Background: an optimization exercise with open tools, aiming at small area. Do not read the settings as production practice.
Only simulation tests tie the RTL to the original design; equivalence was not proved.
Power is estimated from default activity; no workload was simulated.

==> design/flow/design.v <==
module tempmon_core (
    input  wire        clk,
    input  wire        rst,
    input  wire        cmd_valid,
    input  wire [15:0] cmd_word,
    input  wire        tick_valid,
    output wire        ready,
    output reg  [15:0] resp,
    input  wire [15:0] rx_avail,
    input  wire [7:0]  rx_data,
    output wire        rx_pop,
    output wire        tx_valid,
    output reg  [7:0]  tx_data,
    input  wire        tx_ready
);
    localparam [2:0] S_START = 3'd0, S_CMD = 3'd1, S_LEN = 3'd2, S_DATA = 3'd3,
                     S_CRCL = 3'd4, S_CRCH = 3'd5, S_END = 3'd6, S_OVF = 3'd7;
    localparam [2:0] R_INCOMPLETE = 3'd0, R_FRAME = 3'd1, R_BADCRC = 3'd2,
                     R_NOTERM = 3'd3, R_OVERFLOW = 3'd4;
    localparam [2:0] F_NONE = 3'd0, F_TIMEOUT = 3'd1, F_MISMATCH = 3'd5;
    localparam [1:0] P_IDLE = 2'd0, P_WAIT = 2'd1, P_PACE = 2'd2, P_DONE = 2'd3;
    localparam [1:0] T_NONE = 2'd0, T_OK = 2'd1, T_NOREPLY = 2'd2;
    localparam [2:0] ST_OK = 3'd0, ST_BUSY = 3'd1, ST_FULL = 3'd2,
                     ST_ILLEGAL = 3'd3, ST_RANGE = 3'd4;
    function [15:0] crc_step(input [15:0] acc, input [7:0] b);
        integer i;
        reg [15:0] a;
        begin
            a = acc ^ {8'h00, b};
            for (i = 0; i < 8; i = i + 1)
                a = a[0] ? ((a >> 1) ^ 16'hA001) : (a >> 1);
            crc_step = a;
        end
    endfunction
    reg [15:0] crc_acc;
    reg [7:0]  req_cmd;
    reg [4:0]  req_len;           
    reg [2:0]  dec_state;
    reg [1:0]  dec_lidx;
    reg [7:0]  dec_cmd;
    reg [15:0] dec_len;
    reg [4:0]  dec_pcount;        
    reg [15:0] dec_crc_run;
    reg [15:0] dec_crc_rx;
    reg [2:0]  dec_result;
    reg        frm_valid;
    reg [7:0]  frm_cmd;
    reg [4:0]  frm_len;           
    reg [15:0] frm_crc;
    reg [1:0]  txn_phase;
    reg [1:0]  txn_result;
    reg [2:0]  last_fail;
    reg [7:0]  attempts_left;
    reg [7:0]  attempt_cnt;
    reg [15:0] deadline_cnt;
    reg [15:0] poll_cnt;
    reg        pace_cnt;          
    reg [7:0]  max_attempts;
    reg [15:0] timeout;
    reg [15:0] poll_interval;
    reg [15:0] idx;
    reg [2:0]  opst;
    reg [3:0]   rot;
    reg [127:0] rq;               
    reg [127:0] rdb;              
    reg [127:0] rfb;              
    wire [7:0]  rq_t  = rq[127:120];
    wire [7:0]  rdb_t = rdb[127:120];
    wire [7:0]  rfb_t = rfb[127:120];
    reg [7:0]  pbyte;             
    reg        ppush;             
    reg        pfeed;             
    reg [1:0]  prd;               
    reg        cp_arm, cp_run;    
    reg        sending;
    reg [4:0]  tx_pos;
    reg        tx_have;
    reg [15:0] tx_crc;
    wire pend = ppush | pfeed | (prd != 2'd0) | cp_arm | cp_run;
    wire in_wait   = (txn_phase == P_WAIT);
    wire in_pace   = (txn_phase == P_PACE);
    wire txn_busy  = in_wait | in_pace;
    wire poll_open = in_wait && (poll_cnt == 16'd0);
    wire rx_any    = (rx_avail != 16'd0);
    wire idle_int  = !sending && !pend;
    wire ev_feed   = idle_int && poll_open && rx_any;
    wire ev_close  = idle_int && poll_open && !rx_any &&
                     ((deadline_cnt == 16'd0) || (poll_interval != 16'd0));
    wire ev_resend = idle_int && in_pace && !pace_cnt;
    assign ready = idle_int && !ev_feed && !ev_close && !ev_resend;
    wire do_cmd  = ready && cmd_valid;
    wire do_tick = ready && !cmd_valid && tick_valid;
    wire [7:0] op  = cmd_word[15:8];
    wire [7:0] imm = cmd_word[7:0];
    reg op_known, op_zfmt, op_busy;
    always @* begin
        op_known = 1'b1;
        op_zfmt  = 1'b0;
        op_busy  = 1'b0;
        case (op)
            8'h00: op_zfmt = 1'b1;
            8'h01: op_zfmt = 1'b1;
            8'h02: ;
            8'h10: begin op_zfmt = 1'b1; op_busy = 1'b1; end
            8'h11: op_busy = 1'b1;
            8'h12: op_busy = 1'b1;
            8'h13: begin op_zfmt = 1'b1; op_busy = 1'b1; end
            8'h20: begin op_zfmt = 1'b1; op_busy = 1'b1; end
            8'h21: op_busy = 1'b1;
            8'h30: ;
            8'h31: ;
            8'h32: ;
            8'h40, 8'h41, 8'h42, 8'h43, 8'h44: op_busy = 1'b1;
            8'h48: begin op_zfmt = 1'b1; op_busy = 1'b1; end
            default: op_known = 1'b0;
        endcase
    end
    reg        sel_known;
    reg        sel_buf;
    reg [4:0]  sel_len;
    reg [15:0] sel_value;
    always @* begin
        sel_known = 1'b1;
        sel_buf   = 1'b0;
        sel_len   = 5'd0;
        sel_value = 16'h0000;
        case (imm)
            8'h00: sel_value = {5'b0, opst, txn_result, txn_phase, frm_valid, dec_state};
            8'h01: sel_value = crc_acc;
            8'h02: sel_value = {8'h00, req_cmd};
            8'h03: sel_value = {11'b0, req_len};
            8'h04: begin sel_buf = 1'b1; sel_len = req_len; end
            8'h08: sel_value = {13'b0, dec_state};
            8'h09: sel_value = {13'b0, dec_result};
            8'h0A: sel_value = {8'h00, dec_cmd};
            8'h0B: sel_value = dec_len;
            8'h0C: sel_value = {11'b0, dec_pcount};
            8'h0D: sel_value = dec_crc_run;
            8'h0E: sel_value = dec_crc_rx;
            8'h0F: begin sel_buf = 1'b1; sel_len = dec_pcount; end
            8'h10: sel_value = {15'b0, frm_valid};
            8'h11: sel_value = {8'h00, frm_cmd};
            8'h12: sel_value = {11'b0, frm_len};
            8'h13: begin sel_buf = 1'b1; sel_len = frm_len; end
            8'h14: sel_value = frm_crc;
            8'h18: sel_value = {14'b0, txn_phase};
            8'h19: sel_value = {14'b0, txn_result};
            8'h1A: sel_value = {13'b0, last_fail};
            8'h1B: sel_value = {8'h00, attempts_left};
            8'h1C: sel_value = {8'h00, attempt_cnt};
            8'h1D: sel_value = deadline_cnt;
            8'h1E: sel_value = poll_cnt;
            8'h1F: sel_value = {15'b0, pace_cnt};
            8'h20: sel_value = {8'h00, max_attempts};
            8'h21: sel_value = timeout;
            8'h22: sel_value = poll_interval;
            8'h23: sel_value = idx;
            8'h24: sel_value = rx_avail;
            8'h25: sel_value = {14'b0, dec_lidx};
            8'h28: sel_value = 16'd16;
            8'h29: sel_value = 16'd16;
            8'h2A: sel_value = 16'd1;
            default: sel_known = 1'b0;
        endcase
    end
    wire idx_in = (idx[15:5] == 11'd0) && (idx[4:0] < sel_len);
    reg [2:0] cmd_status;
    always @* begin
        if (!op_known)
            cmd_status = ST_ILLEGAL;
        else if (op_zfmt && imm != 8'h00)
            cmd_status = ST_ILLEGAL;
        else if (op_busy && txn_busy)
            cmd_status = ST_BUSY;
        else if (op == 8'h12 && req_len[4])
            cmd_status = ST_FULL;
        else if (op == 8'h32 && !sel_known)
            cmd_status = ST_ILLEGAL;
        else if (op == 8'h32 && sel_buf && !idx_in)
            cmd_status = ST_RANGE;
        else
            cmd_status = ST_OK;
    end
    wire cmd_ok = do_cmd && (cmd_status == ST_OK);
    wire dec_al      = !(dec_state == S_DATA && !dec_pcount[4]) || (rot == dec_pcount[3:0]);
    wire feed_go     = ev_feed && dec_al;
    wire dec_do      = feed_go || (pfeed && dec_al);
    wire [7:0] dec_byte = pfeed ? pbyte : rx_data;
    assign rx_pop = feed_go;
    reg [2:0]  n_state;
    reg [1:0]  n_lidx;
    reg [7:0]  n_cmd;
    reg [15:0] n_len;
    reg [4:0]  n_pcount;
    reg [15:0] n_crc_run;
    reg [15:0] n_crc_rx;
    reg [2:0]  n_result;
    reg        n_buf_we;
    reg        n_frame;
    always @* begin
        n_state   = dec_state;
        n_lidx    = dec_lidx;
        n_cmd     = dec_cmd;
        n_len     = dec_len;
        n_pcount  = dec_pcount;
        n_crc_run = dec_crc_run;
        n_crc_rx  = dec_crc_rx;
        n_result  = R_INCOMPLETE;
        n_buf_we  = 1'b0;
        n_frame   = 1'b0;
        case (dec_state)
            S_START: begin
                if (dec_byte == 8'h55) begin
                    n_cmd     = 8'h00;
                    n_len     = 16'd0;
                    n_lidx    = 2'd0;
                    n_pcount  = 5'd0;
                    n_crc_rx  = 16'h0000;
                    n_crc_run = 16'hFFFF;
                    n_state   = S_CMD;
                end
            end
            S_CMD: begin
                n_cmd     = dec_byte;
                n_crc_run = crc_step(dec_crc_run, dec_byte);
                n_state   = S_LEN;
            end
            S_LEN: begin
                n_crc_run = crc_step(dec_crc_run, dec_byte);
                if (dec_lidx == 2'd0) begin
                    n_len  = {8'h00, dec_byte};
                    n_lidx = 2'd1;
                end else begin
                    n_len   = {dec_byte, dec_len[7:0]};
                    n_lidx  = 2'd2;
                    n_state = (n_len != 16'd0) ? S_DATA : S_CRCL;
                end
            end
            S_DATA: begin
                if (dec_pcount[4]) begin
                    n_state = S_OVF;
                end else begin
                    n_buf_we  = 1'b1;
                    n_pcount  = dec_pcount + 5'd1;
                    n_crc_run = crc_step(dec_crc_run, dec_byte);
                    if ({11'd0, n_pcount} == dec_len)
                        n_state = S_CRCL;
                end
            end
            S_CRCL: begin
                n_crc_rx = {8'h00, dec_byte};
                n_state  = S_CRCH;
            end
            S_CRCH: begin
                n_crc_rx = {dec_byte, dec_crc_rx[7:0]};
                n_state  = S_END;
            end
            S_END: begin
                if (dec_byte == 8'hAA && dec_crc_rx == dec_crc_run) begin
                    n_result = R_FRAME;
                    n_frame  = 1'b1;
                end else if (dec_byte == 8'hAA) begin
                    n_result = R_BADCRC;
                end else begin
                    n_result = R_NOTERM;
                end
                n_state = S_START;
            end
            default: begin
                n_result = R_OVERFLOW;
                n_state  = S_START;
            end
        endcase
    end
    wire [4:0] pl_end = req_len + 5'd4;           
    wire       tx_pay = (tx_pos >= 5'd4) && (tx_pos < pl_end);
    wire [3:0] tx_slot = tx_pos[3:0] - 4'd4;
    assign tx_valid = sending && (!tx_pay || tx_have);
    always @* begin
        if (tx_pos == 5'd0)
            tx_data = 8'h55;
        else if (tx_pos == 5'd1)
            tx_data = req_cmd;
        else if (tx_pos == 5'd2)
            tx_data = {3'b000, req_len};
        else if (tx_pos == 5'd3)
            tx_data = 8'h00;
        else if (tx_pay)
            tx_data = pbyte;
        else if (tx_pos == pl_end)
            tx_data = tx_crc[7:0];
        else if (tx_pos == pl_end + 5'd1)
            tx_data = tx_crc[15:8];
        else
            tx_data = 8'hAA;
    end
    wire tx_load = sending && tx_pay && !tx_have && (rot == tx_slot);
    wire tx_go   = sending && tx_valid && tx_ready;
    wire push_go = ppush && (rot == req_len[3:0]);
    always @(posedge clk) begin
        rq  <= {rq[119:0],  push_go ? pbyte : rq_t};
        rdb <= {rdb[119:0], (dec_do && n_buf_we) ? dec_byte : rdb_t};
        rfb <= {rfb[119:0], cp_run ? rdb_t : rfb_t};
    end
    reg [7:0] rd_tap;
    always @* begin
        case (prd)
            2'd1:    rd_tap = rq_t;
            2'd2:    rd_tap = rdb_t;
            default: rd_tap = rfb_t;
        endcase
    end
    wire rd_go = (prd != 2'd0) && (rot == idx[3:0]);
    wire start_send_cmd = cmd_ok && (op == 8'h13 || (op == 8'h48 && max_attempts != 8'd0));
    wire txn_send       = (cmd_ok && op == 8'h48 && max_attempts != 8'd0) || ev_resend;
    wire feed_frame_ok = feed_go && n_frame && (dec_cmd == req_cmd);
    wire feed_fail     = feed_go && (n_result != R_INCOMPLETE) && !feed_frame_ok;
    wire [2:0] feed_reason = n_frame ? F_MISMATCH : n_result;
    wire close_fail    = ev_close && (deadline_cnt == 16'd0);
    wire do_fail       = feed_fail || close_fail;
    wire [2:0] fail_reason = close_fail ? F_TIMEOUT : feed_reason;
    always @(posedge clk) begin
        if (rst) begin
            rot           <= 4'd0;
            crc_acc       <= 16'hFFFF;
            req_cmd       <= 8'h00;
            req_len       <= 5'd0;
            dec_state     <= S_START;
            dec_lidx      <= 2'd0;
            dec_cmd       <= 8'h00;
            dec_len       <= 16'd0;
            dec_pcount    <= 5'd0;
            dec_crc_run   <= 16'hFFFF;
            dec_crc_rx    <= 16'h0000;
            dec_result    <= R_INCOMPLETE;
            frm_valid     <= 1'b0;
            frm_cmd       <= 8'h00;
            frm_len       <= 5'd0;
            frm_crc       <= 16'h0000;
            txn_phase     <= P_IDLE;
            txn_result    <= T_NONE;
            last_fail     <= F_NONE;
            attempts_left <= 8'd0;
            attempt_cnt   <= 8'd0;
            deadline_cnt  <= 16'd0;
            poll_cnt      <= 16'd0;
            pace_cnt      <= 1'b0;
            max_attempts  <= 8'd0;
            timeout       <= 16'd0;
            poll_interval <= 16'd0;
            idx           <= 16'd0;
            resp          <= 16'h0000;
            opst          <= ST_OK;
            ppush         <= 1'b0;
            pfeed         <= 1'b0;
            prd           <= 2'd0;
            cp_arm        <= 1'b0;
            cp_run        <= 1'b0;
            sending       <= 1'b0;
            tx_pos        <= 5'd0;
            tx_have       <= 1'b0;
            tx_crc        <= 16'hFFFF;
        end else begin
            rot <= rot + 4'd1;
            if (do_cmd)
                opst <= cmd_status;
            if (cmd_ok) begin
                case (op)
                    8'h01: crc_acc <= 16'hFFFF;
                    8'h02: crc_acc <= crc_step(crc_acc, imm);
                    8'h10: req_len <= 5'd0;
                    8'h11: req_cmd <= imm;
                    8'h12: begin pbyte <= imm; ppush <= 1'b1; end
                    8'h21: begin pbyte <= imm; pfeed <= 1'b1; end
                    8'h30: idx[7:0]  <= imm;
                    8'h31: idx[15:8] <= imm;
                    8'h32: begin
                        if (sel_buf)
                            prd <= (imm == 8'h04) ? 2'd1 : (imm == 8'h0F) ? 2'd2 : 2'd3;
                        else
                            resp <= sel_value;
                    end
                    8'h40: max_attempts <= imm;
                    8'h41: timeout[7:0]  <= imm;
                    8'h42: timeout[15:8] <= imm;
                    8'h43: poll_interval[7:0]  <= imm;
                    8'h44: poll_interval[15:8] <= imm;
                    8'h48: begin
                        frm_valid     <= 1'b0;
                        txn_result    <= T_NONE;
                        last_fail     <= F_NONE;
                        attempt_cnt   <= 8'd0;
                        attempts_left <= max_attempts;
                        if (max_attempts == 8'd0) begin
                            txn_phase  <= P_DONE;
                            txn_result <= T_NOREPLY;
                        end
                    end
                    default: ;
                endcase
            end
            if (push_go) begin
                req_len <= req_len + 5'd1;
                ppush   <= 1'b0;
            end
            if (rd_go) begin
                resp <= {8'h00, rd_tap};
                prd  <= 2'd0;
            end
            if (cp_arm && rot == 4'd15) begin
                cp_arm <= 1'b0;
                cp_run <= 1'b1;
            end
            if (cp_run && rot == 4'd15)
                cp_run <= 1'b0;
            if (dec_do) begin
                pfeed       <= 1'b0;
                dec_state   <= n_state;
                dec_lidx    <= n_lidx;
                dec_cmd     <= n_cmd;
                dec_len     <= n_len;
                dec_pcount  <= n_pcount;
                dec_crc_run <= n_crc_run;
                dec_crc_rx  <= n_crc_rx;
                dec_result  <= n_result;
                if (n_frame) begin
                    frm_valid <= 1'b1;
                    frm_cmd   <= dec_cmd;
                    frm_len   <= dec_len[4:0];
                    frm_crc   <= dec_crc_rx;
                    cp_arm    <= 1'b1;
                end
            end
            if ((cmd_ok && op == 8'h20) || txn_send) begin
                dec_state   <= S_START;
                dec_lidx    <= 2'd0;
                dec_cmd     <= 8'h00;
                dec_len     <= 16'd0;
                dec_pcount  <= 5'd0;
                dec_crc_run <= 16'hFFFF;
                dec_crc_rx  <= 16'h0000;
                dec_result  <= R_INCOMPLETE;
            end
            if (txn_send) begin
                attempts_left <= (ev_resend ? attempts_left : max_attempts) - 8'd1;
                attempt_cnt   <= (ev_resend ? attempt_cnt : 8'd0) + 8'd1;
                deadline_cnt  <= timeout;
                poll_cnt      <= 16'd0;
                txn_phase     <= P_WAIT;
            end
            if (feed_frame_ok) begin
                txn_phase  <= P_DONE;
                txn_result <= T_OK;
            end
            if (do_fail) begin
                last_fail <= fail_reason;
                if (attempts_left != 8'd0) begin
                    txn_phase <= P_PACE;
                    pace_cnt  <= 1'b1;
                end else begin
                    txn_phase  <= P_DONE;
                    txn_result <= T_NOREPLY;
                end
            end
            if (ev_close && deadline_cnt != 16'd0)
                poll_cnt <= poll_interval;
            if (do_tick) begin
                if (in_wait) begin
                    if (deadline_cnt != 16'd0) deadline_cnt <= deadline_cnt - 16'd1;
                    if (poll_cnt != 16'd0)     poll_cnt     <= poll_cnt - 16'd1;
                end else if (in_pace) begin
                    pace_cnt <= 1'b0;
                end
            end
            if (tx_load) begin
                pbyte   <= rq_t;
                tx_have <= 1'b1;
            end
            if (start_send_cmd || ev_resend) begin
                sending <= 1'b1;
                tx_pos  <= 5'd0;
                tx_crc  <= 16'hFFFF;
            end else if (tx_go) begin
                if (tx_pos != 5'd0 && tx_pos < pl_end)
                    tx_crc <= crc_step(tx_crc, tx_data);
                tx_pos  <= tx_pos + 5'd1;
                tx_have <= 1'b0;
                if (tx_pos == pl_end + 5'd2)
                    sending <= 1'b0;
            end
        end
    end
endmodule
==> design/flow/run.sh <==
#!/bin/bash
# synth_recipe.tcl (not shown) runs the flow's synth.tcl, then flattens the netlist and writes it again
# the make line also repeats each setting of config.mk as NAME=value (left out here)
make -C /OpenROAD-flow-scripts/flow DESIGN_CONFIG=/design/flow/config.mk WORK_HOME=/design/flow/orfs CLKGATE_MAP_FILE= SYNTH_SCRIPT=/design/flow/synth_recipe.tcl finish
==> design/flow/config.mk <==
export PLATFORM = sky130hd
export DESIGN_NAME = tempmon_core
export DESIGN_NICKNAME = tempmon_core
export VERILOG_FILES = /design/flow/design.v
export SDC_FILE = /design/flow/constraint.sdc
export NUM_CORES = 4
export LEC_CHECK = 0
export ABC_AREA = 1
export CAP_MARGIN = 20
export CORE_MARGIN = 2
export CORE_UTILIZATION = 40
export PLACE_DENSITY = 0.6
export SLEW_MARGIN = 20
==> design/flow/constraint.sdc <==
create_clock -name core_clock -period 8.0 [get_ports {clk}]
set_input_delay 1.6000 -clock core_clock [delete_from_list [all_inputs] [get_ports {clk}]]
set_output_delay 1.6000 -clock core_clock [all_outputs]
set_load 0.01 [all_outputs]
==> reports/results.tsv, run 1 <==
metric	value	unit
worstMarginPinSlew	1.15	ns
ctsRootBufferMaster	clkbuf_16	
postCtsHoldBufs	0	
peakVddDrop	154	µV
rr_worst_depth	18	
ant_nets	0	
fillers	6383	
synth-main-ff-cell	dfxtp_1	
synth_fp_nets	3223	
vias	21900	
critPathTopFamily	simple AND/OR/NAND/NOR gates	
drc	0	
yosysSeqAreaShare	52.8	%
netlist_instances	3145	
grt_max_degree	70	
crit_chain	clkdlybuf4s50_1 -> nor2_1 -> nand2_1 -> nor2_1 -> nand2_1 -> inv_1 -> nor4_1 -> nor2_1 -> nand3_1 -> inv_1 -> clkdlybuf4s50_1	
cts_tree	done	
synth_area	26100	µm²
htreeDepth	3	
die-area	67300	µm²
min_period	5.94	ns
dieHeight	259	µm
dp_hpwl	60900	µm
fin_tns_setup	0	ns
worst_hold_path_type	flip-flop to flip-flop	
combPwrFrac	2.9	%
p_int	5.39	mW
area_delta_synth_final	14.7	%
crit_fanout	3	
maxSlewHeadroom	23.3	%
end_kind	output pin	
reg2reg_from	prd[0]	
grt_pass1_wl	122000	µm
synth_edf_count	8	
p_per_area	233	nW/µm²
antenna_found_initial	0	
crit_start	rx_avail[11]	
clk_latency	0.65	ns
criticalPathCategory	primary input to output pin	
power	6.98	mW
fin_skew	0.0273	ns
io_pins	72	
ys_seq_elements	684	
ys_types	60	
fin_hold_ws	0.313	ns
gp_routability_congestion	1.02	
crit_buf_inv	4	
async_flop_share	0	%
grtUsageTotal	24.1	%
postCtsSetupRepairBufs	0	
r2r-end	dec_pcount[0]	
start_kind	primary input	
die_x	259	µm
setup_viol	0	
clkPwrFrac	47.9	%
io_buffers	71	
grt_setup_unrepaired	false	
firstDrtPassIters	7	
worstPathArrival	4.34	ns
cts_sinks	684	
ys_warn_count	1	
clk_path_buf_depth	3	
outcome	complete, no violations	
seq_power_share	49.2	%
swShare	22.8	%
nNetsFinal	3284	
finalCritPeriodShare	74.3	%
wl_per_cell	20.1	µm
max_stage_delay	0.88	ns
viasPerCell	5.32	
cp-endpoint	ready	
crit_path_top_delay_cell	nor4_1	
p_sw	1.59	mW
n_antenna_cell	0	
grt_pass1_vias	19700	
finalHoldViolCount	0	
cp_common_cell	nor2_1	
rrSetupSlack	3.28	ns
routed_wl	82700	µm
cap_violations	0	
grt_overflow	0	
avgSynthCellArea	8.30	µm²
cts_resized	0	
worstPathRequired	6.40	ns
path_clk_slew	0.07	ns
maxSlewViolCount	0	
clock.fmax	168	MHz
multiInputGateArea	10300	µm²
seqCellArea	13800	µm²
initialDrtViolationCount	2228	
numCtsBuffers	72	
drive_gt1_share	6.81	%
core_area	64500	µm²
cp.depth	11	
p_leak	12.1	nW
core.rowCount	93	
worstHoldStart	rdb[53]	
start_util	40.5	%
[worst reg2reg max path: stages, from the launching register on]
cell and delay [ns]:
dfxtp_1 0.31, inv_1 0.10, ha_1 0.33, nand2_1 0.09, nor3_1 0.13, nand2_1 0.34
nor4_1 1.02, nor2_1 0.08, nand3_1 0.16, inv_1 0.09, nand2_1 0.19, a21oi_4 0.08
nand2_8 0.13, nor2_8 0.05, nand2_4 0.22, nand2_4 0.21, nor2_8 0.37, inv_2 0.47
a21oi_1 0.28
[through the flow]
step | instance area [µm²] | setup slack, ns | util, % | std cells
after floorplan | 26100 | 3.59 | - | 3145
after global placement | 27500 | 1.71 | 42.7 | 3987
after detailed placement | 27500 | 1.61 | 42.7 | 3987
after CTS | 29900 | 2.26 | 46.4 | 4115
after global routing | 29900 | 1.77 | 46.4 | 4115
final | 29900 | 2.06 | 46.4 | 4115
[worst min-delay path by stage]
stage	cells after the start	endpoint	slack, ns
2_1_floorplan	0	rdb[100]	0.31
3_3_place_gp	0	rq[45]	0.31
3_5_place_dp	0	rq[122]	0.31
4_1_cts	0	rdb[8]	0.31
5_1_grt	0	rdb[8]	0.32
6_report	0	rdb[61]	0.31
[sequential cells by signal (all words and copies together), names as in the netlist, 8 cells and up]
| signal | count |
|---|---|
| attempt_cnt | 8 |
| attempts_left | 8 |
| crc_acc | 16 |
| deadline_cnt | 16 |
| dec_cmd | 8 |
| dec_crc_run | 16 |
| dec_crc_rx | 16 |
| dec_len | 16 |
| frm_cmd | 8 |
| frm_crc | 16 |
| idx | 16 |
| max_attempts | 8 |
| pbyte | 8 |
| poll_cnt | 16 |
| poll_interval | 16 |
| rdb | 128 |
| req_cmd | 8 |
| resp | 16 |
| rfb | 128 |
| rq | 128 |
| timeout | 16 |
| tx_crc | 16 |
[cell families (layout without fill, tap and decap cells)]
logic type,count (synthesis),in the layout,synth area share [%]
XOR/XNOR,100,100,3.36
AO/OA/AOI/OAI,676,676,15.8
flip-flops,684,684,52.8
AND/OR/NAND/NOR,1150,1150,18.8
adder cells (fa/ha/maj),33,33,1.58
buffers and inverters,502,617,7.66
[placed cells by master, fill, tap and decap left out, types with 12 or more instances in the layout]
master / n
dfxtp_1: 676
nand2_1: 563
ha_1: 33
a211oi_1: 38
o21ai_0: 263
inv_1: 361
inv_2: 28
clkbuf_16: 73
a2111oi_0: 12
nor3_1: 34
nand4_1: 33
buf_4: 24
a221oi_1: 20
clkinv_2: 14
nor2_1: 324
nand3_1: 129
o221ai_1: 12
o22ai_1: 68
o211ai_1: 39
o2111ai_1: 12
clkdlybuf4s50_1: 70
clkbuf_1: 16
nor4_1: 26
a31oi_1: 15
a21oi_1: 135
xor2_1: 59
xnor2_1: 41
[cells in the mapped netlist, types with 12 or more instances]
cell / count / area share, %
ha_1: 33 / 1.6
inv_1: 362 / 5.2
nand4_1: 33 / 0.79
inv_2: 27 / 0.39
nand3_1: 129 / 2.5
nor3_1: 35 / 0.67
o211ai_1: 39 / 1.1
o21ai_0: 263 / 5.0
clkbuf_1: 64 / 0.92
a211oi_1: 38 / 1.1
xnor2_1: 41 / 1.4
a2111oi_0: 13 / 0.44
buf_2: 27 / 0.52
o2111ai_1: 13 / 0.44
a21oi_1: 135 / 2.6
nor4_1: 26 / 0.62
o221ai_1: 12 / 0.40
a221oi_1: 20 / 0.67
nand2_1: 563 / 8.1
dfxtp_1: 676 / 52
a31oi_1: 15 / 0.36
nor2_1: 325 / 4.7
o22ai_1: 68 / 1.6
xor2_1: 59 / 2.0
[metal layers]
layer	vias up	global-route usage, %	share of wire [%]
met5	-	0	0
met4	0	12.0	4.8
met3	182	4.78	9.3
met2	992	35.4	42
met1	10200	33.8	44
li1	10500	-	-
[area by class of cell]
type,count,share of cell area [%]
Clock buffer,96,6.63
Timing Repair Buffer,95,2.96
Inverter,394,4.96
Sequential cell,684,46.0
Clock inverter,32,1.28
Tap cell,855,3.58
Multi-Input combinational cell,1959,34.5
[power by group through the flow]
stage / clock network, mW / registers, mW / logic, mW
floorplan: 0 / 3.51 / 0.119
global placement: 0 / 3.51 / 0.198
detailed placement: 0 / 3.51 / 0.198
CTS: 3.40 / 3.44 / 0.199
global route: 3.54 / 3.44 / 0.215
finish: 3.34 / 3.44 / 0.203
==> inputs of run 2 (changes only) <==
--- a/design/flow/config.mk
+++ b/design/flow/config.mk
@@ -5,7 +5,6 @@
 export SDC_FILE = /design/flow/constraint.sdc
 export NUM_CORES = 4
 export LEC_CHECK = 0
-export ABC_AREA = 1
 export CAP_MARGIN = 20
 export CORE_MARGIN = 2
 export CORE_UTILIZATION = 40
==> reports/results.tsv, run 2 <==
metric	value	unit	change
grt_setup_unrepaired	false		unchanged
postCtsSetupRepairBufs	0		unchanged
synth_top_area_share	52.8	%	was 51.9%
maxSlewHeadroom	23.1	%	was 23.3%
cts_tree	done		unchanged
die-area	66200	µm²	was 67300 µm²
io_pins	72		unchanged
min_period	6.14	ns	was 5.94 ns
top_regs	rdb x128, rfb x128, rq x128		unchanged
max_stage_delay	0.98	ns	was 0.88 ns
worst_hold_path_type	flip-flop to flip-flop		unchanged
cap_violations	0		unchanged
ys_warn_count	1		unchanged
netlist_instances	2584		was 3145
synth_fp_nets	2662		was 3223
min_to	rfb[11]		was rdb[61]
rrSetupSlack	2.54	ns	was 3.28 ns
routed_wl	83800	µm	was 82700 µm
crit_buf_inv	2		was 4
ys_seq_elements	684		unchanged
worstPathRequired	6.40	ns	about the same
grt_max_degree	74		was 70
path_clk_slew	0.06	ns	was 0.07 ns
fin_area	29500	µm²	was 29900 µm²
start_util	40.6	%	was 40.5%
die_x	257	µm	was 259 µm
p_leak	11.0	nW	was 12.1 nW
fin_skew	0.0221	ns	was 0.0273 ns
crit_path_top_delay_cell	nor4_1		unchanged
dp_hpwl	62200	µm	was 60900 µm
postCtsHoldBufs	0		unchanged
fin_cells	3520		was 4115
gp_routability_congestion	0.963		was 1.02
end_kind	output pin		unchanged
clk_path_buf_depth	3		unchanged
ctsRootBufferMaster	clkbuf_16		unchanged
critPathTopFamily	simple AND/OR/NAND/NOR gates		unchanged
drc	0		unchanged
ys_types	91		was 60
worstHoldStart	rfb[3]		was rdb[53]
dieHeight	257	µm	was 259 µm
grt_pass1_wl	125000	µm	was 122000 µm
maxSlewViolCount	0		unchanged
synth_most_common_cell	dfxtp_1		unchanged
clk_latency	0.62	ns	was 0.65 ns
rr_worst_depth	9		was 18
synth_area_leader_cell	dfxtp_1		unchanged
criticalPathCategory	flip-flop to output pin		was primary input to output pin
io_buffers	71		unchanged
ant_nets	0		unchanged
async_flop_share	0	%	unchanged
initialDrtViolationCount	2359		was 2228
synth-main-ff-cell	dfxtp_1		unchanged
layout_common_cells	676 x dfxtp_1, 295 x nor2_1, 159 x nand2_1		was 676 x dfxtp_1, 563 x nand2_1, 361 x inv_1
yosysSeqAreaShare	53.7	%	was 52.8%
finalCritPeriodShare	76.8	%	was 74.3%
reg2reg_from	cp_run		was prd[0]
vias	20400		was 21900
layout_commonest_cell	dfxtp_1		unchanged
outcome	complete, no violations		unchanged
antenna_found_initial	3		was 0
crit_fanout	11		was 3
worstMarginPinSlew	1.14	ns	was 1.15 ns
power	7.22	mW	was 6.98 mW
grtUsageTotal	24.9	%	was 24.1%
area_delta_synth_final	15.2	%	was 14.7%
nNetsFinal	2695		was 3284
cts_resized	0		unchanged
clock.fmax	163	MHz	was 168 MHz
synth_common_cells	676 x dfxtp_1, 298 x nor2_1, 159 x nand2_1		was 676 x dfxtp_1, 563 x nand2_1, 362 x inv_1
min_path_cells	0		unchanged
synth_area	25600	µm²	was 26100 µm²
drive_gt1_share	8.75	%	was 6.81%
finalHoldViolCount	0		unchanged
synth_area_leaders	dfxtp_1 53%, mux2i_1 4.6%, nor2_1 4.4%		was dfxtp_1 52%, nand2_1 8.1%, inv_1 5.2%
dpl_cell_area	27100	µm²	was 27500 µm²
viasPerCell	5.80		was 5.32
wl_per_cell	23.8	µm	was 20.1 µm
synth_edf_count	8		unchanged
peakVddDrop	194	µV	was 154 µV
core.rowCount	92		was 93
grt_pass1_vias	19200		was 19700
htreeDepth	3		unchanged
dp.cells	3388		was 3987
p_per_area	244	nW/µm²	was 233 nW/µm²
cts_sinks	684		unchanged
grt_overflow	0		unchanged
avgSynthCellArea	9.93	µm²	was 8.30 µm²
fin_tns_setup	0	ns	unchanged
worstPathArrival	4.54	ns	was 4.34 ns
firstDrtPassIters	8		was 7
numCtsBuffers	72		unchanged
core_area	63200	µm²	was 64500 µm²
start_kind	flip-flop		was primary input
crit_chain	nor4_1 -> nand3_1 -> nor4b_2 -> nand2_1 -> inv_1 -> clkdlybuf4s50_1		was clkdlybuf4s50_1 -> nor2_1 -> nand2_1 -> nor2_1 -> nand2_1 -> inv_1 -> nor4_1 -> nor2_1 -> nand3_1 -> inv_1 -> clkdlybuf4s50_1
r2r-end	dec_len[5]		was dec_pcount[0]
setup_viol	0		unchanged
run 2: cell types whose count changed after synthesis, moves of 32 or more:
cell and delta:
inv_1 -330, o22ai_1 -44, mux2i_1 +117, o21ai_0 -187, mux2_2 +32, clkbuf_1 +47, nor3_1 +47, nand2b_1 +33
nand2_1 -404, a22oi_1 +82, nand3_1 -64
run 2: through the flow:
| step | util, % | setup WS (ns) | hold WS, ns |
|---|---|---|---|
| 2_1_floorplan | - | 3.01 | 0.310 |
| 3_3_place_gp | 42.8 | 1.49 | 0.310 |
| 3_5_place_dp | 42.9 | 1.41 | 0.312 |
| 4_1_cts | 46.7 | 1.94 | 0.320 |
| 5_1_grt | 46.7 | 1.61 | 0.322 |
| 6_report | 46.7 | 1.86 | 0.319 |
run 2: cell type report:
cell class | instances | area (µm²)
multi-input cells | 1719 | 11200
clock inverters | 24 | 323
repair buffers | 108 | 988
inverters | 32 | 120
well taps | 846 | 1060
fillers | 5863 | 33700
clock buffers | 106 | 2110
flip-flops and latches | 684 | 13800
diodes | 1 | 2.50
run 2: worst max-delay path by stage:
stage / start / end / slack [ns] / cells after the start
after floorplan: cmd_word[4] / pbyte[0] / 3.01 / 16
after global placement: cmd_word[6] / pbyte[0] / 1.49 / 15
after detailed placement: cmd_word[6] / pbyte[2] / 1.41 / 15
after CTS: req_len[2] / tx_data[5] / 1.94 / 8
after global routing: cmd_word[6] / pbyte[6] / 1.61 / 15
final: cp_run / rx_pop / 1.86 / 6
run 2: routing by layer:
metal  vias to the layer above  routed length, µm  global-route usage, %
met4                         4               3420                   10.4
met3                       180               6850                   4.20
met5                         -                 23                      0
met1                      9914              36600                   34.6
li1                       9336                  -                      -
met2                       993              36900                   38.2
run 2: cell families (layout without fill, tap and decap cells):
group                    after synthesis  count (layout)  share of synthesized area [%]
AO/OA/AOI/OAI                        545             545                           14.3
XOR/XNOR                             135             135                           4.91
adder cells (fa/ha/maj)               34              34                           1.65
buffers and inverters                181             270                           2.93
flip-flops                           684             684                           53.7
multiplexers                         150             150                           6.06
other                                  0               1                              0
AND/OR/NAND/NOR                      855             855                           16.5
run 2: where the power goes:
part           internal, mW  switching [mW]  leakage [nW]
combinational         0.131           0.237          4.35
sequential             3.43          0.0291          5.52
clock                  2.01            1.39          1.18

what the ideal ports hide:
How much do the figures lean on ideal ports? The routed layouts below were timed once more, with nothing changed but the port constraints. Step 1: set_driving_cell puts a clkbuf_16 on clk and a buf_2 on each other input, an assumption about the parent block. Step 2 moves the port delays by t, midway between the first and last clock arrival at a register: inputs arrive t later, outputs are due t later. That takes back most of the time a late clock gives input paths. Three values: ideal, step 1, step 2; two values: the first two.
| run | t (ns) | setup WS [ns] | worst setup path at the end | latest minus earliest clock arrival (ns) | cell pins on the clock port's net |
|---|---|---|---|---|---|
| run 1 | 0.695 | 2.057 / 2.028 / 1.505 | input to register | 0.032 / 0.032 | 1 |
| run 2 | 0.669 | 1.857 / 1.796 / 1.225 | input to register | 0.023 / 0.023 | 1 |
After both steps setup and hold are still met in every run listed. For run 2, which loses most, drivers alone change the setup slack by -0.061 ns; drivers and shift together by -0.632 ns.
